From an optimization exercise on the open Yosys and OpenROAD flow, aimed at small area, a short achievable clock period and few clock cycles per item; shortcuts taken in it are not production practice.
RTL that was checked went through simulation tests only; none was proved equivalent to the original.
For run 2, only the layout was checked, not whether the RTL still works.

==> flow/design.v (outline; a module is shown in full before it is edited, if it fits) <==
// module yrc_yuv_px: 620 lines
// module yrc_chroma: 790 lines
// module yrc_gray_px: 374 lines
// module yrc_pix2x2: 77 lines
module yrc_pix2x2 (
    input  wire        clk,
    input  wire        rst,         
    input  wire        in_valid,
    output wire        in_ready,
    input  wire [31:0] in_y,        
    input  wire [7:0]  in_v,
    input  wire [7:0]  in_u,
    output reg         out_valid,
    input  wire        out_ready,
    output reg  [95:0] out_rgb,     
    output reg  [31:0] out_gray     
);
  // ...
==> flow/flow/run.sh <==
#!/bin/bash
# Standard layout with two changes:
#  - between synthesis and floorplan, flow/invpush.py removes inverters around
#    full-adder cells in the synthesized netlist (a full adder is self-dual),
#    keeping every register as synthesized;
#  - the port buffers that global placement inserts are buf_2 cells;
#  - timing repair aims at 15 ns of setup slack (the clock stays 22 ns), so
#    that it sizes the critical paths for a shorter achieved period.
set -euo pipefail
R=orfs/results/${FLOW_PLATFORM}/yrc_pix2x2/base
bash standard.sh synth > synth.log 2>&1
cp $R/1_2_yosys.v $R/1_2_yosys_std.v
python3 flow/invpush.py $R/1_2_yosys_std.v $R/1_2_yosys.v > invpush.log 2>&1
# rebuild the synthesis database from the edited netlist, then lay it out
rm -f $R/1_synth.odb $R/1_synth.sdc
bash standard.sh finish "BUFFER_PORTS_ARGS=-buffer_cell sky130_fd_sc_hd__buf_2" SETUP_SLACK_MARGIN=15 > layout.log 2>&1
==> flow/flow/invpush.py <==
#!/usr/bin/env python3
"""Remove inverters around full adders in a mapped sky130 netlist.

A full adder is self-dual: FA(~a, ~b, ~c) = (~sum, ~cout). Yosys's full-adder
extraction often leaves inverters between full adders. This script chooses,
for every fa cell, whether it computes its function or its complement so
that as few inverters as possible are needed, then rebuilds the inverters:
one inverter per net whose complement is used. Registers and all other
cells are kept as they are. Usage: invpush.py IN.v OUT.v"""
import re, sys, random

OUTS = {"X", "Y", "Q", "Q_N", "SUM", "COUT", "HI", "LO"}
INV = "sky130_fd_sc_hd__inv_1"
FA = "sky130_fd_sc_hd__fa_1"

src = open(sys.argv[1]).read()
mod = re.search(r"module\s+(\w+)\s*\((.*?)\);(.*?)endmodule", src, re.S)
head_end = mod.start(3)
body = mod.group(3)
cell_re = re.compile(r"\n(\s*)(sky130_fd_sc_hd__\w+)\s+(\S+)\s*\((.*?)\);", re.S)
pin_re = re.compile(r"\.(\w+)\(([^()]*)\)")
cells = []
for m in cell_re.finditer(body):
    pins = [(p, n.strip()) for p, n in pin_re.findall(m.group(4))]
    cells.append([m.group(2), m.group(3), pins])
decl = cell_re.sub("", body)   # wire / input / output declarations

ports = set()
for m in re.finditer(r"^\s*(input|output)\s+(\[[^\]]*\]\s*)?(\w+)\s*;", decl, re.M):
    ports.add(m.group(3))
def is_port(net):
    return net.split("[")[0].strip() in ports or net.startswith("1'")

driver = {}
for i, (ty, nm, pins) in enumerate(cells):
    for p, n in pins:
        if p in OUTS: driver[n] = (i, p)

# inverters we may remove: input and output are internal nets
inv_of = {}   # output net -> input net
for i, (ty, nm, pins) in enumerate(cells):
    if ty.startswith("sky130_fd_sc_hd__inv_") or ty.startswith("sky130_fd_sc_hd__clkinv_"):
        d = dict(pins)
        if not is_port(d["Y"]):
            inv_of[d["Y"]] = d["A"]
def lit(net):
    """(source net, polarity) of a net, looking through removable inverters."""
    pol = 0
    while net in inv_of:
        net = inv_of[net]; pol ^= 1
    return net, pol

removed = set(i for i, (ty, nm, pins) in enumerate(cells)
              if (ty.startswith("sky130_fd_sc_hd__inv_") or ty.startswith("sky130_fd_sc_hd__clkinv_"))
              and dict(pins)["Y"] in inv_of)
fa_idx = [i for i, c in enumerate(cells) if c[0] == FA]
fa_pos = {i: k for k, i in enumerate(fa_idx)}
flip = {i: 0 for i in fa_idx}

# consumers: (cell index or None, pin, source, pol)
cons = []
for i, (ty, nm, pins) in enumerate(cells):
    if i in removed: continue
    for p, n in pins:
        if p in OUTS: continue
        s, pol = lit(n)
        cons.append((i, p, s, pol))
# output ports driven through removable inverters: keep them as loads
port_loads = []
for n in list(inv_of):
    pass
# a net whose source is an fa output is flipped with that fa
def src_flip(s):
    d = driver.get(s)
    if d and d[0] in flip: return flip[d[0]]
    return 0
by_src = {}
for k, (i, p, s, pol) in enumerate(cons):
    by_src.setdefault(s, []).append(k)
def need_inv(k):
    i, p, s, pol = cons[k]
    f = flip.get(i, 0) if cells[i][0] == FA else 0
    return pol ^ src_flip(s) ^ f
# nets that must stay un-inverted as seen by ports: a removable inverter's input
# net that is itself a port output is not an issue; output ports are never
# removable inverter outputs by construction. But a port net driven by a flipped
# fa would change the port's value: forbid flipping fas that drive ports.
fixed = set()
for i in fa_idx:
    for p, n in cells[i][2]:
        if p in OUTS and is_port(n): fixed.add(i)
def cost_src(s):
    return 1 if any(need_inv(k) for k in by_src.get(s, [])) else 0
def fa_nets(i):
    ins = [lit(n)[0] for p, n in cells[i][2] if p not in OUTS]
    outs = [n for p, n in cells[i][2] if p in OUTS]
    return set(ins + outs)
total0 = sum(cost_src(s) for s in by_src)
rng = random.Random(1)
free = [i for i in fa_idx if i not in fixed]
netsof = {i: fa_nets(i) for i in free}
cur = total0; best = cur; best_flip = dict(flip); rounds = 0
T = 0.6
for rounds in range(400):
    rng.shuffle(free)
    for i in free:
        nets = netsof[i]
        before = sum(cost_src(s) for s in nets)
        flip[i] ^= 1
        after = sum(cost_src(s) for s in nets)
        d = after - before
        if d <= 0 or rng.random() < pow(2.718, -d / T):
            cur += d
            if cur < best: best = cur; best_flip = dict(flip)
        else:
            flip[i] ^= 1
    T *= 0.985
flip.update(best_flip)
total1 = sum(cost_src(s) for s in by_src)
sys.stderr.write("inverters: %d removable, before %d, after %d, flipped %d fa, %d rounds\n"
                 % (len(removed), total0, total1, sum(flip.values()), rounds))

def esc(n):
    n = n.strip()
    return n + " " if n.startswith("\\") else n

# rebuild
new_inv = {}
extra_decl = []
def inv_net(s):
    if s not in new_inv:
        nn = "\\invp_%d " % len(new_inv)
        new_inv[s] = nn
        extra_decl.append("  wire %s;" % nn)
    return new_inv[s]
conn = {}
for k, (i, p, s, pol) in enumerate(cons):
    conn[(i, p)] = inv_net(s) if need_inv(k) else s
out = [src[:head_end], decl.rstrip("\n"), "\n".join(extra_decl)]
for i, (ty, nm, pins) in enumerate(cells):
    if i in removed: continue
    ps = ",\n".join("    .%s(%s)" % (p, esc(n if p in OUTS else conn[(i, p)])) for p, n in pins)
    out.append("  %s %s (\n%s\n  );" % (ty, nm, ps))
for s, nn in new_inv.items():
    out.append("  %s \\invp_cell_%s  (\n    .A(%s),\n    .Y(%s)\n  );" % (INV, nn.strip()[6:], esc(s), esc(nn)))
out.append("endmodule\n")
rest = src[mod.end():]
open(sys.argv[2], "w").write("\n".join(out) + rest)
==> flow/standard.sh <==
#!/bin/bash
# synth_recipe.tcl (not shown) runs the flow's synth.tcl, then flattens the netlist and writes it again
# the make line also repeats each setting of config.mk as NAME=value (left out here)
make -C /OpenROAD-flow-scripts/flow DESIGN_CONFIG=/design/flow/config.mk WORK_HOME=/design/flow/orfs CLKGATE_MAP_FILE= SYNTH_SCRIPT=/design/flow/synth_recipe.tcl "${@:-finish}"
==> flow/config.mk <==
export PLATFORM = sky130hd
export DESIGN_NAME = yrc_pix2x2
export DESIGN_NICKNAME = yrc_pix2x2
export VERILOG_FILES = /design/flow/design.v
export SDC_FILE = /design/flow/constraint.sdc
export NUM_CORES = 4
export LEC_CHECK = 0
export CAP_MARGIN = 20
export CORE_MARGIN = 2
export CORE_UTILIZATION = 40
export SLEW_MARGIN = 20
==> flow/constraint.sdc <==
create_clock -name core_clock -period 22.0 [get_ports {clk}]
set_input_delay 4.4000 -clock core_clock [delete_from_list [all_inputs] [get_ports {clk}]]
set_output_delay 4.4000 -clock core_clock [all_outputs]
set_load 0.01 [all_outputs]
==> flow_metrics.tcl, run 1 <==
set metrics [dict create \
    status "finished clean" \
    whs_endpoint "out_valid" \
    design.seq.count 372 \
    gr-usage-met2_pct 32.7 \
    skew_ns 0.0364 \
    final-clk-cell-share_pct 3.08 \
    utilization_pct 44.9 \
    io_buffers 181 \
    cp-startpoint "s1[48]" \
    drt-initial-drc-count 1345 \
    met1_usage_pct 28.4 \
    fin_ws_ns 15.13 \
    required_ns 22.38 \
    routed-wl-met3_um 4990 \
    grt_pass1_vias 27707 \
    setup_violations 0 \
    r2r_end "s2[83]" \
    pin_count 182 \
    pre_cts_ws_ns 14.55 \
    setup_tns_ns 0 \
    cp_top_family "adder cells" \
    clkSinkCount 372 \
    antenna_found_initial 0 \
    cts_root_buf "clkbuf_16" \
    fp-row-count 119 \
    via_count 26410 \
    final_cell_area_mm2 0.0471 \
    largest_reg_flops 128 \
    sh_seq_area_pct 22.6 \
    dieArea_mm2 0.108 \
    grt_overflow 0 \
    synth.net_count 4827 \
    h-tree-depth 2 \
]
Testbench counts, summed over its fixed seeds: cycles 8,012, items 8,000.
==> module yrc_yuv_px, before the edit <==
module yrc_yuv_px (
    input  wire [7:0]  yl,    
    input  wire [17:0] cr,    
    input  wire [28:0] cg,    
    input  wire [18:0] cb,    
    output wire [10:0] rs,    
    output wire [9:0]  gs,    
    output wire [10:0] bs     
);
    wire [7:0] nyl = ~yl;
    wire t0 = ~yl[7];
    wire t1 = ~yl[6];
    wire t2 = ~yl[7];
    wire t3 = ~yl[4];
    wire t4 = ~(yl[5] ^ yl[3]);
    wire t5 = yl[5] | yl[3];
    wire t6 = ~(yl[6] ^ yl[4]);
    wire t7 = yl[6] | yl[4];
    wire t8 = ~(~yl[5] ^ yl[3] ^ yl[0]);
    wire t9 = ~((~yl[5] & ~yl[3]) | (~yl[5] & ~yl[0]) | (~yl[3] & ~yl[0]));
    wire t10 = ~(~yl[7] ^ yl[4] ^ yl[1]);
    wire t11 = ~((~yl[7] & ~yl[4]) | (~yl[7] & ~yl[1]) | (~yl[4] & ~yl[1]));
    wire t12 = ~(~yl[6] ^ yl[5] ^ yl[2]);
    wire t13 = ~((~yl[6] & ~yl[5]) | (~yl[6] & ~yl[2]) | (~yl[5] & ~yl[2]));
    wire t14 = ~(yl[7] ^ yl[6]);
    wire t15 = yl[7] | yl[6];
    wire t16 = ~yl[7];
    wire t17 = ~nyl[5];
    wire t18 = nyl[6] ^ nyl[1];
    wire t19 = nyl[6] & nyl[1];
    wire t20 = nyl[7] ^ nyl[2];
    wire t21 = nyl[7] & nyl[2];
    wire t22 = ~nyl[3];
    wire t23 = ~nyl[4];
    wire t24 = ~nyl[5];
    wire t25 = ~nyl[6];
    wire t26 = ~(nyl[7] ^ yl[0]);
    wire t27 = nyl[7] | yl[0];
    wire t28 = ~yl[2];
    wire t29 = ~(yl[3] ^ yl[1]);
    wire t30 = yl[3] | yl[1];
    wire t31 = ~(~yl[2] ^ yl[0] ^ t3);
    wire t32 = ~((~yl[2] & ~yl[0]) | (~yl[2] & ~t3) | (~yl[0] & ~t3));
    wire t33 = ~(~yl[4] ^ yl[1] ^ t4);
    wire t34 = ~((~yl[4] & ~yl[1]) | (~yl[4] & ~t4) | (~yl[1] & ~t4));
    wire t35 = ~(~t5 ^ yl[2] ^ t6);
    wire t36 = ~((~t5 & ~yl[2]) | (~t5 & ~t6) | (~yl[2] & ~t6));
    wire t37 = ~(~t7 ^ t0 ^ t8);
    wire t38 = ~((~t7 & ~t0) | (~t7 & ~t8) | (~t0 & ~t8));
    wire t39 = ~(~t9 ^ t1 ^ t10);
    wire t40 = ~((~t9 & ~t1) | (~t9 & ~t10) | (~t1 & ~t10));
    wire t41 = ~(~t11 ^ t2 ^ t12);
    wire t42 = ~((~t11 & ~t2) | (~t11 & ~t12) | (~t2 & ~t12));
    wire t43 = ~(~t13 ^ yl[3] ^ t14);
    wire t44 = ~((~t13 & ~yl[3]) | (~t13 & ~t14) | (~yl[3] & ~t14));
    wire t45 = ~(~t15 ^ yl[4] ^ t16);
    wire t46 = ~((~t15 & ~yl[4]) | (~t15 & ~t16) | (~yl[4] & ~t16));
    wire t47 = ~(yl[7] ^ yl[5]);
    wire t48 = yl[7] | yl[5];
    wire t49 = ~yl[6];
    wire t50 = ~yl[7];
    wire t51 = ~nyl[0];
    wire t52 = nyl[0] ^ t17;
    wire t53 = nyl[0] & t17;
    wire t54 = nyl[5] ^ t18;
    wire t55 = nyl[5] & t18;
    wire t56 = t19 ^ t20;
    wire t57 = t19 & t20;
    wire t58 = t21 ^ t22;
    wire t59 = t21 & t22;
    wire t60 = nyl[3] ^ t23;
    wire t61 = nyl[3] & t23;
    wire t62 = nyl[4] ^ t24;
    wire t63 = nyl[4] & t24;
    wire t64 = nyl[5] ^ t25;
    wire t65 = nyl[5] & t25;
    wire t66 = nyl[6] ^ t26;
    wire t67 = nyl[6] & t26;
    wire t68 = t27 ^ yl[1];
    wire t69 = t27 & yl[1];
    wire t70 = yl[0] ^ t28;
    wire t71 = yl[0] & t28;
    wire t72 = yl[2] ^ t29;
    wire t73 = yl[2] & t29;
    wire t74 = t30 ^ t31;
    wire t75 = t30 & t31;
    wire t76 = t32 ^ t33;
    wire t77 = t32 & t33;
    wire t78 = t34 ^ t35;
    wire t79 = t34 & t35;
    wire t80 = t36 ^ t37;
    wire t81 = t36 & t37;
    wire t82 = t38 ^ t39;
    wire t83 = t38 & t39;
    wire t84 = t40 ^ t41;
    wire t85 = t40 & t41;
    wire t86 = t42 ^ t43;
    wire t87 = t42 & t43;
    wire t88 = t44 ^ t45;
    wire t89 = t44 & t45;
    wire t90 = t46 ^ t47;
    wire t91 = t46 & t47;
    wire t92 = t48 ^ t49;
    wire t93 = t48 & t49;
    wire t94 = yl[6] ^ t50;
    wire t95 = yl[6] & t50;
    wire t96 = ~yl[7];
    wire t97 = nyl[1] & nyl[0];
    wire t98 = nyl[1] & t51;
    wire t99 = nyl[3] & nyl[2];
    wire t100 = t52 & nyl[4];
    wire t101 = t57 | (t56 & t55);
    wire t102 = t56 & t54;
    wire t103 = t61 | (t60 & t59);
    wire t104 = t60 & t58;
    wire t105 = t65 | (t64 & t63);
    wire t106 = t64 & t62;
    wire t107 = t69 | (t68 & t67);
    wire t108 = t68 & t66;
    wire t109 = t73 | (t72 & t71);
    wire t110 = t72 & t70;
    wire t111 = t77 | (t76 & t75);
    wire t112 = t76 & t74;
    wire t113 = t81 | (t80 & t79);
    wire t114 = t80 & t78;
    wire t115 = t85 | (t84 & t83);
    wire t116 = t84 & t82;
    wire t117 = t89 | (t88 & t87);
    wire t118 = t88 & t86;
    wire t119 = t93 | (t92 & t91);
    wire t120 = t92 & t90;
    wire t121 = yl[7] | (t96 & t95);
    wire t122 = t96 & t94;
    wire t123 = t99 & t97;
    wire t124 = t99 & t98;
    wire t125 = t101 | (t102 & t53);
    wire t126 = t102 & t100;
    wire t127 = t105 | (t106 & t103);
    wire t128 = t106 & t104;
    wire t129 = t109 | (t110 & t107);
    wire t130 = t110 & t108;
    wire t131 = t113 | (t114 & t111);
    wire t132 = t114 & t112;
    wire t133 = t117 | (t118 & t115);
    wire t134 = t118 & t116;
    wire t135 = t121 | (t122 & t119);
    wire t136 = t122 & t120;
    wire t137 = t125 | (t126 & t123);
    wire t138 = t126 & t124;
    wire t139 = t129 | (t130 & t127);
    wire t140 = t130 & t128;
    wire t141 = t133 | (t134 & t131);
    wire t142 = t134 & t132;
    wire t143 = t139 | (t140 & t137);
    wire t144 = t140 & t138;
    wire t145 = t141 | (t142 & t143);
    wire t146 = t142 & t144;
    wire t147 = t127 | (t128 & t137);
    wire t148 = t128 & t138;
    wire t149 = t131 | (t132 & t143);
    wire t150 = t132 & t144;
    wire t151 = t135 | (t136 & t145);
    wire t152 = t136 & t146;
    wire t153 = t53 | (t100 & t123);
    wire t154 = t100 & t124;
    wire t155 = t103 | (t104 & t137);
    wire t156 = t104 & t138;
    wire t157 = t107 | (t108 & t147);
    wire t158 = t108 & t148;
    wire t159 = t111 | (t112 & t143);
    wire t160 = t112 & t144;
    wire t161 = t115 | (t116 & t149);
    wire t162 = t116 & t150;
    wire t163 = t119 | (t120 & t145);
    wire t164 = t120 & t146;
    wire t165 = nyl[2] & t97;
    wire t166 = nyl[2] & t98;
    wire t167 = nyl[4] & t123;
    wire t168 = nyl[4] & t124;
    wire t169 = t55 | (t54 & t153);
    wire t170 = t54 & t154;
    wire t171 = t59 | (t58 & t137);
    wire t172 = t58 & t138;
    wire t173 = t63 | (t62 & t155);
    wire t174 = t62 & t156;
    wire t175 = t67 | (t66 & t147);
    wire t176 = t66 & t148;
    wire t177 = t71 | (t70 & t157);
    wire t178 = t70 & t158;
    wire t179 = t75 | (t74 & t143);
    wire t180 = t74 & t144;
    wire t181 = t79 | (t78 & t159);
    wire t182 = t78 & t160;
    wire t183 = t83 | (t82 & t149);
    wire t184 = t82 & t150;
    wire t185 = t87 | (t86 & t161);
    wire t186 = t86 & t162;
    wire t187 = t91 | (t90 & t145);
    wire t188 = t90 & t146;
    wire t189 = t95 | (t94 & t163);
    wire t190 = t94 & t164;
    wire t191 = nyl[1] ^ nyl[0];
    wire t192 = nyl[2] ^ t97;
    wire t193 = nyl[3] ^ t165;
    wire t194 = nyl[4] ^ t123;
    wire t195 = t52 ^ t167;
    wire t196 = t54 ^ t153;
    wire t197 = t56 ^ t169;
    wire t198 = t58 ^ t137;
    wire t199 = t60 ^ t171;
    wire t200 = t62 ^ t155;
    wire t201 = t64 ^ t173;
    wire t202 = t66 ^ t147;
    wire t203 = t68 ^ t175;
    wire t204 = t70 ^ t157;
    wire t205 = t72 ^ t177;
    wire t206 = t74 ^ t143;
    wire t207 = t76 ^ t179;
    wire t208 = t78 ^ t159;
    wire t209 = t80 ^ t181;
    wire t210 = t82 ^ t149;
    wire t211 = t84 ^ t183;
    wire t212 = t86 ^ t161;
    wire t213 = t88 ^ t185;
    wire t214 = t90 ^ t145;
    wire t215 = t92 ^ t187;
    wire t216 = t94 ^ t163;
    wire t217 = t96 ^ t189;
    wire t218 = t51 ^ cg[0];
    wire t219 = t51 & cg[0];
    wire t220 = t191 ^ cg[1];
    wire t221 = t191 & cg[1];
    wire t222 = t192 ^ cg[2];
    wire t223 = t192 & cg[2];
    wire t224 = t193 ^ cg[3];
    wire t225 = t193 & cg[3];
    wire t226 = t194 ^ cg[4];
    wire t227 = t194 & cg[4];
    wire t228 = t195 ^ cg[5];
    wire t229 = t195 & cg[5];
    wire t230 = t196 ^ cg[6];
    wire t231 = t196 & cg[6];
    wire t232 = t197 ^ cg[7];
    wire t233 = t197 & cg[7];
    wire t234 = t198 ^ cg[8];
    wire t235 = t198 & cg[8];
    wire t236 = t199 ^ cg[9];
    wire t237 = t199 & cg[9];
    wire t238 = t200 ^ cg[10];
    wire t239 = t200 & cg[10];
    wire t240 = t201 ^ cg[11];
    wire t241 = t201 & cg[11];
    wire t242 = t202 ^ cg[12];
    wire t243 = t202 & cg[12];
    wire t244 = t203 ^ cg[13];
    wire t245 = t203 & cg[13];
    wire t246 = t204 ^ cg[14];
    wire t247 = t204 & cg[14];
    wire t248 = t205 ^ cg[15];
    wire t249 = t205 & cg[15];
    wire t250 = t206 ^ cg[16];
    wire t251 = t206 & cg[16];
    wire t252 = t207 ^ cg[17];
    wire t253 = t207 & cg[17];
    wire t254 = t208 ^ cg[18];
    wire t255 = t208 & cg[18];
    wire t256 = t209 ^ cg[19];
    wire t257 = t209 & cg[19];
    wire t258 = t210 ^ cg[20];
    wire t259 = t210 & cg[20];
    wire t260 = t211 ^ cg[21];
    wire t261 = t211 & cg[21];
    wire t262 = t212 ^ cg[22];
    wire t263 = t212 & cg[22];
    wire t264 = t213 ^ cg[23];
    wire t265 = t213 & cg[23];
    wire t266 = t214 ^ cg[24];
    wire t267 = t214 & cg[24];
    wire t268 = t215 ^ cg[25];
    wire t269 = t215 & cg[25];
    wire t270 = t216 ^ cg[26];
    wire t271 = t216 & cg[26];
    wire t272 = t217 ^ cg[27];
    wire t273 = t217 & cg[27];
    wire t274 = t221 | (t220 & t219);
    wire t275 = t220 & t218;
    wire t276 = t225 | (t224 & t223);
    wire t277 = t224 & t222;
    wire t278 = t229 | (t228 & t227);
    wire t279 = t228 & t226;
    wire t280 = t233 | (t232 & t231);
    wire t281 = t232 & t230;
    wire t282 = t237 | (t236 & t235);
    wire t283 = t236 & t234;
    wire t284 = t241 | (t240 & t239);
    wire t285 = t240 & t238;
    wire t286 = t245 | (t244 & t243);
    wire t287 = t244 & t242;
    wire t288 = t249 | (t248 & t247);
    wire t289 = t248 & t246;
    wire t290 = t253 | (t252 & t251);
    wire t291 = t252 & t250;
    wire t292 = t257 | (t256 & t255);
    wire t293 = t256 & t254;
    wire t294 = t261 | (t260 & t259);
    wire t295 = t260 & t258;
    wire t296 = t265 | (t264 & t263);
    wire t297 = t264 & t262;
    wire t298 = t269 | (t268 & t267);
    wire t299 = t268 & t266;
    wire t300 = t273 | (t272 & t271);
    wire t301 = t272 & t270;
    wire t302 = t276 | (t277 & t274);
    wire t303 = t277 & t275;
    wire t304 = t280 | (t281 & t278);
    wire t305 = t281 & t279;
    wire t306 = t284 | (t285 & t282);
    wire t307 = t285 & t283;
    wire t308 = t288 | (t289 & t286);
    wire t309 = t289 & t287;
    wire t310 = t292 | (t293 & t290);
    wire t311 = t293 & t291;
    wire t312 = t296 | (t297 & t294);
    wire t313 = t297 & t295;
    wire t314 = t300 | (t301 & t298);
    wire t315 = t301 & t299;
    wire t316 = t304 | (t305 & t302);
    wire t317 = t305 & t303;
    wire t318 = t308 | (t309 & t306);
    wire t319 = t309 & t307;
    wire t320 = t312 | (t313 & t310);
    wire t321 = t313 & t311;
    wire t322 = t318 | (t319 & t316);
    wire t323 = t319 & t317;
    wire t324 = t320 | (t321 & t322);
    wire t325 = t321 & t323;
    wire t326 = t306 | (t307 & t316);
    wire t327 = t307 & t317;
    wire t328 = t310 | (t311 & t322);
    wire t329 = t311 & t323;
    wire t330 = t314 | (t315 & t324);
    wire t331 = t315 & t325;
    wire t332 = t278 | (t279 & t302);
    wire t333 = t279 & t303;
    wire t334 = t282 | (t283 & t316);
    wire t335 = t283 & t317;
    wire t336 = t286 | (t287 & t326);
    wire t337 = t287 & t327;
    wire t338 = t290 | (t291 & t322);
    wire t339 = t291 & t323;
    wire t340 = t294 | (t295 & t328);
    wire t341 = t295 & t329;
    wire t342 = t298 | (t299 & t324);
    wire t343 = t299 & t325;
    wire t344 = t223 | (t222 & t274);
    wire t345 = t222 & t275;
    wire t346 = t227 | (t226 & t302);
    wire t347 = t226 & t303;
    wire t348 = t231 | (t230 & t332);
    wire t349 = t230 & t333;
    wire t350 = t235 | (t234 & t316);
    wire t351 = t234 & t317;
    wire t352 = t239 | (t238 & t334);
    wire t353 = t238 & t335;
    wire t354 = t243 | (t242 & t326);
    wire t355 = t242 & t327;
    wire t356 = t247 | (t246 & t336);
    wire t357 = t246 & t337;
    wire t358 = t251 | (t250 & t322);
    wire t359 = t250 & t323;
    wire t360 = t255 | (t254 & t338);
    wire t361 = t254 & t339;
    wire t362 = t259 | (t258 & t328);
    wire t363 = t258 & t329;
    wire t364 = t263 | (t262 & t340);
    wire t365 = t262 & t341;
    wire t366 = t267 | (t266 & t324);
    wire t367 = t266 & t325;
    wire t368 = t271 | (t270 & t342);
    wire t369 = t270 & t343;
    wire t370 = cg[28] & t330;
    wire t371 = cg[28] & t331;
    wire t372 = t256 ^ t360;
    wire t373 = t258 ^ t328;
    wire t374 = t260 ^ t362;
    wire t375 = t262 ^ t340;
    wire t376 = t264 ^ t364;
    wire t377 = t266 ^ t324;
    wire t378 = t268 ^ t366;
    wire t379 = t270 ^ t342;
    wire t380 = t272 ^ t368;
    wire t381 = cg[28] ^ t330;
    wire t382 = t200 ^ cr[0];
    wire t383 = t200 & cr[0];
    wire t384 = t201 ^ cr[1];
    wire t385 = t201 & cr[1];
    wire t386 = t202 ^ cr[2];
    wire t387 = t202 & cr[2];
    wire t388 = t203 ^ cr[3];
    wire t389 = t203 & cr[3];
    wire t390 = t204 ^ cr[4];
    wire t391 = t204 & cr[4];
    wire t392 = t205 ^ cr[5];
    wire t393 = t205 & cr[5];
    wire t394 = t206 ^ cr[6];
    wire t395 = t206 & cr[6];
    wire t396 = t207 ^ cr[7];
    wire t397 = t207 & cr[7];
    wire t398 = t208 ^ cr[8];
    wire t399 = t208 & cr[8];
    wire t400 = t209 ^ cr[9];
    wire t401 = t209 & cr[9];
    wire t402 = t210 ^ cr[10];
    wire t403 = t210 & cr[10];
    wire t404 = t211 ^ cr[11];
    wire t405 = t211 & cr[11];
    wire t406 = t212 ^ cr[12];
    wire t407 = t212 & cr[12];
    wire t408 = t213 ^ cr[13];
    wire t409 = t213 & cr[13];
    wire t410 = t214 ^ cr[14];
    wire t411 = t214 & cr[14];
    wire t412 = t215 ^ cr[15];
    wire t413 = t215 & cr[15];
    wire t414 = t216 ^ cr[16];
    wire t415 = t216 & cr[16];
    wire t416 = t217 ^ cr[17];
    wire t417 = t217 & cr[17];
    wire t418 = t385 | (t384 & t383);
    wire t419 = t384 & t382;
    wire t420 = t389 | (t388 & t387);
    wire t421 = t388 & t386;
    wire t422 = t393 | (t392 & t391);
    wire t423 = t392 & t390;
    wire t424 = t397 | (t396 & t395);
    wire t425 = t396 & t394;
    wire t426 = t401 | (t400 & t399);
    wire t427 = t400 & t398;
    wire t428 = t405 | (t404 & t403);
    wire t429 = t404 & t402;
    wire t430 = t409 | (t408 & t407);
    wire t431 = t408 & t406;
    wire t432 = t413 | (t412 & t411);
    wire t433 = t412 & t410;
    wire t434 = t417 | (t416 & t415);
    wire t435 = t416 & t414;
    wire t436 = cr[17] & cr[17];
    wire t437 = t420 | (t421 & t418);
    wire t438 = t421 & t419;
    wire t439 = t424 | (t425 & t422);
    wire t440 = t425 & t423;
    wire t441 = t428 | (t429 & t426);
    wire t442 = t429 & t427;
    wire t443 = t432 | (t433 & t430);
    wire t444 = t433 & t431;
    wire t445 = t436 & t434;
    wire t446 = t436 & t435;
    wire t447 = t439 | (t440 & t437);
    wire t448 = t440 & t438;
    wire t449 = t443 | (t444 & t441);
    wire t450 = t444 & t442;
    wire t451 = t449 | (t450 & t447);
    wire t452 = t450 & t448;
    wire t453 = t441 | (t442 & t447);
    wire t454 = t442 & t448;
    wire t455 = t445 | (t446 & t451);
    wire t456 = t446 & t452;
    wire t457 = t422 | (t423 & t437);
    wire t458 = t423 & t438;
    wire t459 = t426 | (t427 & t447);
    wire t460 = t427 & t448;
    wire t461 = t430 | (t431 & t453);
    wire t462 = t431 & t454;
    wire t463 = t434 | (t435 & t451);
    wire t464 = t435 & t452;
    wire t465 = t387 | (t386 & t418);
    wire t466 = t386 & t419;
    wire t467 = t391 | (t390 & t437);
    wire t468 = t390 & t438;
    wire t469 = t395 | (t394 & t457);
    wire t470 = t394 & t458;
    wire t471 = t399 | (t398 & t447);
    wire t472 = t398 & t448;
    wire t473 = t403 | (t402 & t459);
    wire t474 = t402 & t460;
    wire t475 = t407 | (t406 & t453);
    wire t476 = t406 & t454;
    wire t477 = t411 | (t410 & t461);
    wire t478 = t410 & t462;
    wire t479 = t415 | (t414 & t451);
    wire t480 = t414 & t452;
    wire t481 = cr[17] & t463;
    wire t482 = cr[17] & t464;
    wire t483 = t400 ^ t471;
    wire t484 = t402 ^ t459;
    wire t485 = t404 ^ t473;
    wire t486 = t406 ^ t453;
    wire t487 = t408 ^ t475;
    wire t488 = t410 ^ t461;
    wire t489 = t412 ^ t477;
    wire t490 = t414 ^ t451;
    wire t491 = t416 ^ t479;
    wire t492 = cr[17] ^ t463;
    wire t493 = cr[17] ^ t481;
    wire t494 = t200 ^ cb[0];
    wire t495 = t200 & cb[0];
    wire t496 = t201 ^ cb[1];
    wire t497 = t201 & cb[1];
    wire t498 = t202 ^ cb[2];
    wire t499 = t202 & cb[2];
    wire t500 = t203 ^ cb[3];
    wire t501 = t203 & cb[3];
    wire t502 = t204 ^ cb[4];
    wire t503 = t204 & cb[4];
    wire t504 = t205 ^ cb[5];
    wire t505 = t205 & cb[5];
    wire t506 = t206 ^ cb[6];
    wire t507 = t206 & cb[6];
    wire t508 = t207 ^ cb[7];
    wire t509 = t207 & cb[7];
    wire t510 = t208 ^ cb[8];
    wire t511 = t208 & cb[8];
    wire t512 = t209 ^ cb[9];
    wire t513 = t209 & cb[9];
    wire t514 = t210 ^ cb[10];
    wire t515 = t210 & cb[10];
    wire t516 = t211 ^ cb[11];
    wire t517 = t211 & cb[11];
    wire t518 = t212 ^ cb[12];
    wire t519 = t212 & cb[12];
    wire t520 = t213 ^ cb[13];
    wire t521 = t213 & cb[13];
    wire t522 = t214 ^ cb[14];
    wire t523 = t214 & cb[14];
    wire t524 = t215 ^ cb[15];
    wire t525 = t215 & cb[15];
    wire t526 = t216 ^ cb[16];
    wire t527 = t216 & cb[16];
    wire t528 = t217 ^ cb[17];
    wire t529 = t217 & cb[17];
    wire t530 = t497 | (t496 & t495);
    wire t531 = t496 & t494;
    wire t532 = t501 | (t500 & t499);
    wire t533 = t500 & t498;
    wire t534 = t505 | (t504 & t503);
    wire t535 = t504 & t502;
    wire t536 = t509 | (t508 & t507);
    wire t537 = t508 & t506;
    wire t538 = t513 | (t512 & t511);
    wire t539 = t512 & t510;
    wire t540 = t517 | (t516 & t515);
    wire t541 = t516 & t514;
    wire t542 = t521 | (t520 & t519);
    wire t543 = t520 & t518;
    wire t544 = t525 | (t524 & t523);
    wire t545 = t524 & t522;
    wire t546 = t529 | (t528 & t527);
    wire t547 = t528 & t526;
    wire t548 = cb[18] & cb[18];
    wire t549 = t532 | (t533 & t530);
    wire t550 = t533 & t531;
    wire t551 = t536 | (t537 & t534);
    wire t552 = t537 & t535;
    wire t553 = t540 | (t541 & t538);
    wire t554 = t541 & t539;
    wire t555 = t544 | (t545 & t542);
    wire t556 = t545 & t543;
    wire t557 = t548 & t546;
    wire t558 = t548 & t547;
    wire t559 = t551 | (t552 & t549);
    wire t560 = t552 & t550;
    wire t561 = t555 | (t556 & t553);
    wire t562 = t556 & t554;
    wire t563 = t561 | (t562 & t559);
    wire t564 = t562 & t560;
    wire t565 = t553 | (t554 & t559);
    wire t566 = t554 & t560;
    wire t567 = t557 | (t558 & t563);
    wire t568 = t558 & t564;
    wire t569 = t534 | (t535 & t549);
    wire t570 = t535 & t550;
    wire t571 = t538 | (t539 & t559);
    wire t572 = t539 & t560;
    wire t573 = t542 | (t543 & t565);
    wire t574 = t543 & t566;
    wire t575 = t546 | (t547 & t563);
    wire t576 = t547 & t564;
    wire t577 = t499 | (t498 & t530);
    wire t578 = t498 & t531;
    wire t579 = t503 | (t502 & t549);
    wire t580 = t502 & t550;
    wire t581 = t507 | (t506 & t569);
    wire t582 = t506 & t570;
    wire t583 = t511 | (t510 & t559);
    wire t584 = t510 & t560;
    wire t585 = t515 | (t514 & t571);
    wire t586 = t514 & t572;
    wire t587 = t519 | (t518 & t565);
    wire t588 = t518 & t566;
    wire t589 = t523 | (t522 & t573);
    wire t590 = t522 & t574;
    wire t591 = t527 | (t526 & t563);
    wire t592 = t526 & t564;
    wire t593 = cb[18] & t575;
    wire t594 = cb[18] & t576;
    wire t595 = t512 ^ t583;
    wire t596 = t514 ^ t571;
    wire t597 = t516 ^ t585;
    wire t598 = t518 ^ t565;
    wire t599 = t520 ^ t587;
    wire t600 = t522 ^ t573;
    wire t601 = t524 ^ t589;
    wire t602 = t526 ^ t563;
    wire t603 = t528 ^ t591;
    wire t604 = cb[18] ^ t575;
    wire t605 = cb[18] ^ t593;
    assign rs = {t493, t492, t491, t490, t489, t488, t487, t486, t485, t484, t483};
    assign gs = {t381, t380, t379, t378, t377, t376, t375, t374, t373, t372};
    assign bs = {t605, t604, t603, t602, t601, t600, t599, t598, t597, t596, t595};
endmodule
==> run 2, diff against run 1 <==
--- a/flow/design.v
+++ b/flow/design.v
@@ -221,53 +221,53 @@
     wire t210 = t82 ^ t149;
     wire t211 = t84 ^ t183;
     wire t212 = t86 ^ t161;
     wire t213 = t88 ^ t185;
     wire t214 = t90 ^ t145;
     wire t215 = t92 ^ t187;
     wire t216 = t94 ^ t163;
     wire t217 = t96 ^ t189;
-    wire t218 = t51 ^ cg[0];
+    wire t218 = t51 | cg[0];
     wire t219 = t51 & cg[0];
-    wire t220 = t191 ^ cg[1];
+    wire t220 = t191 | cg[1];
     wire t221 = t191 & cg[1];
-    wire t222 = t192 ^ cg[2];
+    wire t222 = t192 | cg[2];
     wire t223 = t192 & cg[2];
-    wire t224 = t193 ^ cg[3];
+    wire t224 = t193 | cg[3];
     wire t225 = t193 & cg[3];
-    wire t226 = t194 ^ cg[4];
+    wire t226 = t194 | cg[4];
     wire t227 = t194 & cg[4];
-    wire t228 = t195 ^ cg[5];
+    wire t228 = t195 | cg[5];
     wire t229 = t195 & cg[5];
-    wire t230 = t196 ^ cg[6];
+    wire t230 = t196 | cg[6];
     wire t231 = t196 & cg[6];
-    wire t232 = t197 ^ cg[7];
+    wire t232 = t197 | cg[7];
     wire t233 = t197 & cg[7];
-    wire t234 = t198 ^ cg[8];
+    wire t234 = t198 | cg[8];
     wire t235 = t198 & cg[8];
-    wire t236 = t199 ^ cg[9];
+    wire t236 = t199 | cg[9];
     wire t237 = t199 & cg[9];
-    wire t238 = t200 ^ cg[10];
+    wire t238 = t200 | cg[10];
     wire t239 = t200 & cg[10];
-    wire t240 = t201 ^ cg[11];
+    wire t240 = t201 | cg[11];
     wire t241 = t201 & cg[11];
-    wire t242 = t202 ^ cg[12];
+    wire t242 = t202 | cg[12];
     wire t243 = t202 & cg[12];
-    wire t244 = t203 ^ cg[13];
+    wire t244 = t203 | cg[13];
     wire t245 = t203 & cg[13];
-    wire t246 = t204 ^ cg[14];
+    wire t246 = t204 | cg[14];
     wire t247 = t204 & cg[14];
-    wire t248 = t205 ^ cg[15];
+    wire t248 = t205 | cg[15];
     wire t249 = t205 & cg[15];
-    wire t250 = t206 ^ cg[16];
+    wire t250 = t206 | cg[16];
     wire t251 = t206 & cg[16];
-    wire t252 = t207 ^ cg[17];
+    wire t252 = t207 | cg[17];
     wire t253 = t207 & cg[17];
-    wire t254 = t208 ^ cg[18];
+    wire t254 = t208 | cg[18];
     wire t255 = t208 & cg[18];
     wire t256 = t209 ^ cg[19];
     wire t257 = t209 & cg[19];
     wire t258 = t210 ^ cg[20];
     wire t259 = t210 & cg[20];
     wire t260 = t211 ^ cg[21];
     wire t261 = t211 & cg[21];
     wire t262 = t212 ^ cg[22];
@@ -385,33 +385,33 @@
     wire t374 = t260 ^ t362;
     wire t375 = t262 ^ t340;
     wire t376 = t264 ^ t364;
     wire t377 = t266 ^ t324;
     wire t378 = t268 ^ t366;
     wire t379 = t270 ^ t342;
     wire t380 = t272 ^ t368;
     wire t381 = cg[28] ^ t330;
-    wire t382 = t200 ^ cr[0];
+    wire t382 = t200 | cr[0];
     wire t383 = t200 & cr[0];
-    wire t384 = t201 ^ cr[1];
+    wire t384 = t201 | cr[1];
     wire t385 = t201 & cr[1];
-    wire t386 = t202 ^ cr[2];
+    wire t386 = t202 | cr[2];
     wire t387 = t202 & cr[2];
-    wire t388 = t203 ^ cr[3];
+    wire t388 = t203 | cr[3];
     wire t389 = t203 & cr[3];
-    wire t390 = t204 ^ cr[4];
+    wire t390 = t204 | cr[4];
     wire t391 = t204 & cr[4];
-    wire t392 = t205 ^ cr[5];
+    wire t392 = t205 | cr[5];
     wire t393 = t205 & cr[5];
-    wire t394 = t206 ^ cr[6];
+    wire t394 = t206 | cr[6];
     wire t395 = t206 & cr[6];
-    wire t396 = t207 ^ cr[7];
+    wire t396 = t207 | cr[7];
     wire t397 = t207 & cr[7];
-    wire t398 = t208 ^ cr[8];
+    wire t398 = t208 | cr[8];
     wire t399 = t208 & cr[8];
     wire t400 = t209 ^ cr[9];
     wire t401 = t209 & cr[9];
     wire t402 = t210 ^ cr[10];
     wire t403 = t210 & cr[10];
     wire t404 = t211 ^ cr[11];
     wire t405 = t211 & cr[11];
     wire t406 = t212 ^ cr[12];
@@ -497,33 +497,33 @@
     wire t486 = t406 ^ t453;
     wire t487 = t408 ^ t475;
     wire t488 = t410 ^ t461;
     wire t489 = t412 ^ t477;
     wire t490 = t414 ^ t451;
     wire t491 = t416 ^ t479;
     wire t492 = cr[17] ^ t463;
     wire t493 = cr[17] ^ t481;
-    wire t494 = t200 ^ cb[0];
+    wire t494 = t200 | cb[0];
     wire t495 = t200 & cb[0];
-    wire t496 = t201 ^ cb[1];
+    wire t496 = t201 | cb[1];
     wire t497 = t201 & cb[1];
-    wire t498 = t202 ^ cb[2];
+    wire t498 = t202 | cb[2];
     wire t499 = t202 & cb[2];
-    wire t500 = t203 ^ cb[3];
+    wire t500 = t203 | cb[3];
     wire t501 = t203 & cb[3];
-    wire t502 = t204 ^ cb[4];
+    wire t502 = t204 | cb[4];
     wire t503 = t204 & cb[4];
-    wire t504 = t205 ^ cb[5];
+    wire t504 = t205 | cb[5];
     wire t505 = t205 & cb[5];
-    wire t506 = t206 ^ cb[6];
+    wire t506 = t206 | cb[6];
     wire t507 = t206 & cb[6];
-    wire t508 = t207 ^ cb[7];
+    wire t508 = t207 | cb[7];
     wire t509 = t207 & cb[7];
-    wire t510 = t208 ^ cb[8];
+    wire t510 = t208 | cb[8];
     wire t511 = t208 & cb[8];
     wire t512 = t209 ^ cb[9];
     wire t513 = t209 & cb[9];
     wire t514 = t210 ^ cb[10];
     wire t515 = t210 & cb[10];
     wire t516 = t211 ^ cb[11];
     wire t517 = t211 & cb[11];
     wire t518 = t212 ^ cb[12];
@@ -707,31 +707,31 @@
     wire c77 = ~(~c32 ^ v[3] ^ c33);
     wire c78 = ~((~c32 & ~v[3]) | (~c32 & ~c33) | (~v[3] & ~c33));
     wire c79 = ~(~c34 ^ v[4] ^ c35);
     wire c80 = ~((~c34 & ~v[4]) | (~c34 & ~c35) | (~v[4] & ~c35));
     wire c81 = ~(~nv[6] ^ nv[7] ^ v[5]);
     wire c82 = ~((~nv[6] & ~nv[7]) | (~nv[6] & ~v[5]) | (~nv[7] & ~v[5]));
     wire c83 = ~v[6];
     wire c84 = ~nv[0];
-    wire c85 = nv[0] ^ c36;
+    wire c85 = nv[0] | c36;
     wire c86 = nv[0] & c36;
-    wire c87 = nv[3] ^ c37;
+    wire c87 = nv[3] | c37;
     wire c88 = nv[3] & c37;
-    wire c89 = c38 ^ c39;
+    wire c89 = c38 | c39;
     wire c90 = c38 & c39;
-    wire c91 = c40 ^ c41;
+    wire c91 = c40 | c41;
     wire c92 = c40 & c41;
-    wire c93 = c42 ^ c43;
+    wire c93 = c42 | c43;
     wire c94 = c42 & c43;
-    wire c95 = c44 ^ c45;
+    wire c95 = c44 | c45;
     wire c96 = c44 & c45;
-    wire c97 = c46 ^ c47;
+    wire c97 = c46 | c47;
     wire c98 = c46 & c47;
-    wire c99 = c48 ^ c49;
+    wire c99 = c48 | c49;
     wire c100 = c48 & c49;
     wire c101 = c50 ^ c51;
     wire c102 = c50 & c51;
     wire c103 = c52 ^ c53;
     wire c104 = c52 & c53;
     wire c105 = c54 ^ c55;
     wire c106 = c54 & c55;
     wire c107 = c56 ^ c57;
@@ -934,31 +934,31 @@
     wire c304 = ~((~u[6] & ~u[7]) | (~u[6] & ~u[4]) | (~u[7] & ~u[4]));
     wire c305 = ~u[7];
     wire c306 = ~u[1];
     wire c307 = ~u[2];
     wire c308 = ~u[3];
     wire c309 = ~u[4];
     wire c310 = ~u[5];
     wire c311 = ~u[6];
-    wire c312 = nu[0] ^ c274;
+    wire c312 = nu[0] | c274;
     wire c313 = nu[0] & c274;
-    wire c314 = u[2] ^ c275;
+    wire c314 = u[2] | c275;
     wire c315 = u[2] & c275;
-    wire c316 = c276 ^ c277;
+    wire c316 = c276 | c277;
     wire c317 = c276 & c277;
-    wire c318 = c278 ^ c279;
+    wire c318 = c278 | c279;
     wire c319 = c278 & c279;
-    wire c320 = c280 ^ c281;
+    wire c320 = c280 | c281;
     wire c321 = c280 & c281;
-    wire c322 = c282 ^ c283;
+    wire c322 = c282 | c283;
     wire c323 = c282 & c283;
-    wire c324 = c284 ^ c285;
+    wire c324 = c284 | c285;
     wire c325 = c284 & c285;
-    wire c326 = c286 ^ c287;
+    wire c326 = c286 | c287;
     wire c327 = c286 & c287;
     wire c328 = c288 ^ c289;
     wire c329 = c288 & c289;
     wire c330 = c290 ^ c291;
     wire c331 = c290 & c291;
     wire c332 = c292 ^ c293;
     wire c333 = c292 & c293;
     wire c334 = c294 ^ c295;
@@ -1651,43 +1651,43 @@
     wire t225 = ~((~t184 & ~t148) | (~t184 & ~t185) | (~t148 & ~t185));
     wire t226 = ~(~t186 ^ t152 ^ t187);
     wire t227 = ~((~t186 & ~t152) | (~t186 & ~t187) | (~t152 & ~t187));
     wire t228 = ~(~t188 ^ t154 ^ t189);
     wire t229 = ~((~t188 & ~t154) | (~t188 & ~t189) | (~t154 & ~t189));
     wire t230 = ~(~t190 ^ g[7] ^ t191);
     wire t231 = ~((~t190 & ~g[7]) | (~t190 & ~t191) | (~g[7] & ~t191));
     wire t232 = ~r[7];
-    wire t233 = r[0] ^ g[0];
+    wire t233 = r[0] | g[0];
     wire t234 = r[0] & g[0];
-    wire t235 = g[1] ^ t192;
+    wire t235 = g[1] | t192;
     wire t236 = g[1] & t192;
-    wire t237 = t193 ^ t194;
+    wire t237 = t193 | t194;
     wire t238 = t193 & t194;
-    wire t239 = t195 ^ t196;
+    wire t239 = t195 | t196;
     wire t240 = t195 & t196;
-    wire t241 = t197 ^ t198;
+    wire t241 = t197 | t198;
     wire t242 = t197 & t198;
-    wire t243 = t199 ^ t200;
+    wire t243 = t199 | t200;
     wire t244 = t199 & t200;
-    wire t245 = t201 ^ t202;
+    wire t245 = t201 | t202;
     wire t246 = t201 & t202;
-    wire t247 = t203 ^ t204;
+    wire t247 = t203 | t204;
     wire t248 = t203 & t204;
-    wire t249 = t205 ^ t206;
+    wire t249 = t205 | t206;
     wire t250 = t205 & t206;
-    wire t251 = t207 ^ t208;
+    wire t251 = t207 | t208;
     wire t252 = t207 & t208;
-    wire t253 = t209 ^ t210;
+    wire t253 = t209 | t210;
     wire t254 = t209 & t210;
-    wire t255 = t211 ^ t212;
+    wire t255 = t211 | t212;
     wire t256 = t211 & t212;
-    wire t257 = t213 ^ t214;
+    wire t257 = t213 | t214;
     wire t258 = t213 & t214;
-    wire t259 = t215 ^ t216;
+    wire t259 = t215 | t216;
     wire t260 = t215 & t216;
     wire t261 = t217 ^ t218;
     wire t262 = t217 & t218;
     wire t263 = t219 ^ t220;
     wire t264 = t219 & t220;
     wire t265 = t221 ^ t222;
     wire t266 = t221 & t222;
     wire t267 = t223 ^ t224;
==> flow/flow/run.sh (replaced) <==
#!/bin/bash
# Standard layout with two changes:
#  - between synthesis and floorplan, flow/invpush.py removes inverters around
#    full-adder cells in the synthesized netlist (a full adder is self-dual),
#    keeping every register as synthesized;
#  - the port buffers that global placement inserts are buf_2 cells.
set -euo pipefail
R=orfs/results/${FLOW_PLATFORM}/yrc_pix2x2/base
bash standard.sh synth > synth.log 2>&1
cp $R/1_2_yosys.v $R/1_2_yosys_std.v
python3 flow/invpush.py $R/1_2_yosys_std.v $R/1_2_yosys.v > invpush.log 2>&1
# rebuild the synthesis database from the edited netlist, then lay it out
rm -f $R/1_synth.odb $R/1_synth.sdc
bash standard.sh finish "BUFFER_PORTS_ARGS=-buffer_cell sky130_fd_sc_hd__buf_2" > layout.log 2>&1
==> flow_metrics.tcl, run 2 <==
set metrics [dict create \
    gp_routability_congestion 0.951 \
    cp.arrival_ns 8.28 \
    detailed_place_hpwl_um 89300 \
    grt_overflow 0 \
    status "finished clean" \
    drv_slew 0 \
    pin_count 182 \
    die_x_um 326 \
    skew_ns 0.0236 \
    hold_class "reg -> reg" \
    largest-register "s2" \
    yosysWarnings 1 \
    core_area_mm2 0.103 \
    crit_top_cell "fa_1" \
    die_h_um 326 \
    critical_path_class "reg -> reg" \
    cts_buffers 46 \
    clkSinkCount 372 \
    setup_violations 0 \
    cts.path.max_buffers 3 \
    use_met3_pct 3.20 \
    grt_setup_unrepaired "false" \
    synth.net_count 4747 \
    finalWirelength_um 108000 \
    dp_cells 5118 \
    grt_pass1_vias 28722 \
    reg2reg_from "s1[37]" \
    largest_reg_flops 128 \
    required_ns 22.39 \
    hp-start "s2_valid" \
    hold_slack_ns 0.457 \
    max_stage_delay_ns 0.62 \
    critPathBufInv 3 \
    hold_path_depth 2 \
    whs_endpoint "out_valid" \
    cts-resized-gates 0 \
    setup_tns_ns 0 \
    clock.fmax_mhz 127 \
    cts_tree "done" \
    rrSetupSlack_ns 14.11 \
    top_regs "s2 x128, out_rgb x96, s1 x64" \
    postRouteAntennaNets 0 \
    h-tree-depth 2 \
    start_kind "register" \
    r2r_end "s2[115]" \
    fin_ws_ns 14.11 \
    nets 4968 \
    met1_usage_pct 29.1 \
    cp_top_family "compound AO/OA/AOI/OAI gates" \
    dieArea_mm2 0.106 \
    gr-usage-met2_pct 33.4 \
    hold_viol_final 0 \
    via_per_inst 5.18 \
    drt-initial-drc-count 1831 \
    synth.avg_cell_area_um2 11.6 \
    firstDrtPassIters 6 \
    instances_no_fill 5204 \
    grt.busiest_layer "met2" \
    grt_max_degree 115 \
    insertion_delay_ns 0.64 \
    ctsHoldBuffers 0 \
    mostFrequentLayoutCells "fa_1 (656), inv_1 (551), ha_1 (474)" \
    worst_slew_pin_slew_ns 1.02 \
    layout_commonest_cell "fa_1" \
    pre_cts_ws_ns 14.28 \
    drc 0 \
    end_kind "register" \
    cts_root_buf "clkbuf_16" \
    crit_fanout 8 \
    netlist_instances 3565 \
    critical_path.slowest_cell "edfxtp_1" \
    fp-row-count 118 \
    antenna_found_initial 1 \
    drive_gt1_share_pct 11.1 \
    post-cts-setup-buffer-count 0 \
    start_util_pct 40.2 \
    syn_area_mm2 0.0414 \
    slew_headroom_pct 32.1 \
    worst-r2r-cell-count 25 \
    fin_crit_ns 7.89 \
    via_count 26942 \
    period_share_pct 35.9 \
    drv_cap 0 \
    grt_pass1_wl_um 169000 \
    io_buffers 181 \
    wl_per_cell_um 20.7 \
    syn_to_final_growth_pct 10.3 \
    grt_usage_pct 20.8 \
    antenna_cells 0 \
    clkTransAtPathRegs_ns 0.06 \
    path_depth 25 \
]
==> run 2: tightest hold or removal path, delay by kind of cell (launching register included) <==
| family | cells | cell delay (ns) |
|---|---|---|
| AO/OA/AOI/OAI | 1 | 0.06 |
| buffers and inverters | 1 | 0.06 |
| flip-flops | 1 | 0.29 |
==> run 2: metrics by stage <==
stage | area [um^2] | util, %
finish | 45700 | 44.3
floorplan | 41400 | -
global route | 45700 | 44.3
global placement | 44200 | 42.8
CTS | 45700 | 44.3
detailed placement | 44200 | 42.8
==> run 2: area by class of cell <==
| class | instances | area, um^2 |
|---|---|---|
| fill | 9666 | 57400 |
| multi-input combinational | 2608 | 28600 |
| sequential | 372 | 10700 |
| inverter | 551 | 2070 |
| tap | 1380 | 1730 |
| clock buffer | 51 | 1180 |
| timing repair buffer | 207 | 1120 |
| clock inverter | 35 | 337 |
==> run 2: layer usage <==
layer,routed length (um),share of wire [%]
met1,48700,45
met2,49800,46
met3,5430,5.1
met4,3510,3.3
met5,7,0.0065
==> run 2: how the worst max path moves through the flow <==
stage | slack (ns) | to | start
floorplan | 7.87 | out_valid | out_ready
global placement | 14.31 | s2[115] | s1[37]
detailed placement | 14.28 | s2[115] | s1[37]
CTS | 14.29 | s2[115] | s1[37]
global route | 13.80 | s2[115] | s1[52]
finish | 14.11 | s2[115] | s1[37]

-- port drivers added, routing unchanged --
The flow's constraints put no driver on any port. The routed layouts listed below were extracted and timed again, unchanged, in two steps.
Step 1: set_driving_cell puts a clkbuf_16 on clk and a buf_2 on each other input, an assumption about the parent block.
Step 2 times the ports against the registers' clock, not the clock port: input delays grow and output delays shrink by t, the midpoint of the rising clock arrivals with the driver on.
Slacks: no drivers / after step 1 / after step 2; pairs: no drivers / after step 1.
run | shift t [ns] | setup WS [ns] | pins driven straight from the clock port
run 1 | 0.684 | 15.129 / 15.129 / 14.989 | 1
run 2 | 0.695 | 14.110 / 14.110 / 14.110 | 1
After both steps every run listed still meets setup and hold. For run 1, which loses most, drivers alone change the setup slack by 0.000 ns; drivers and shift together by -0.140 ns.
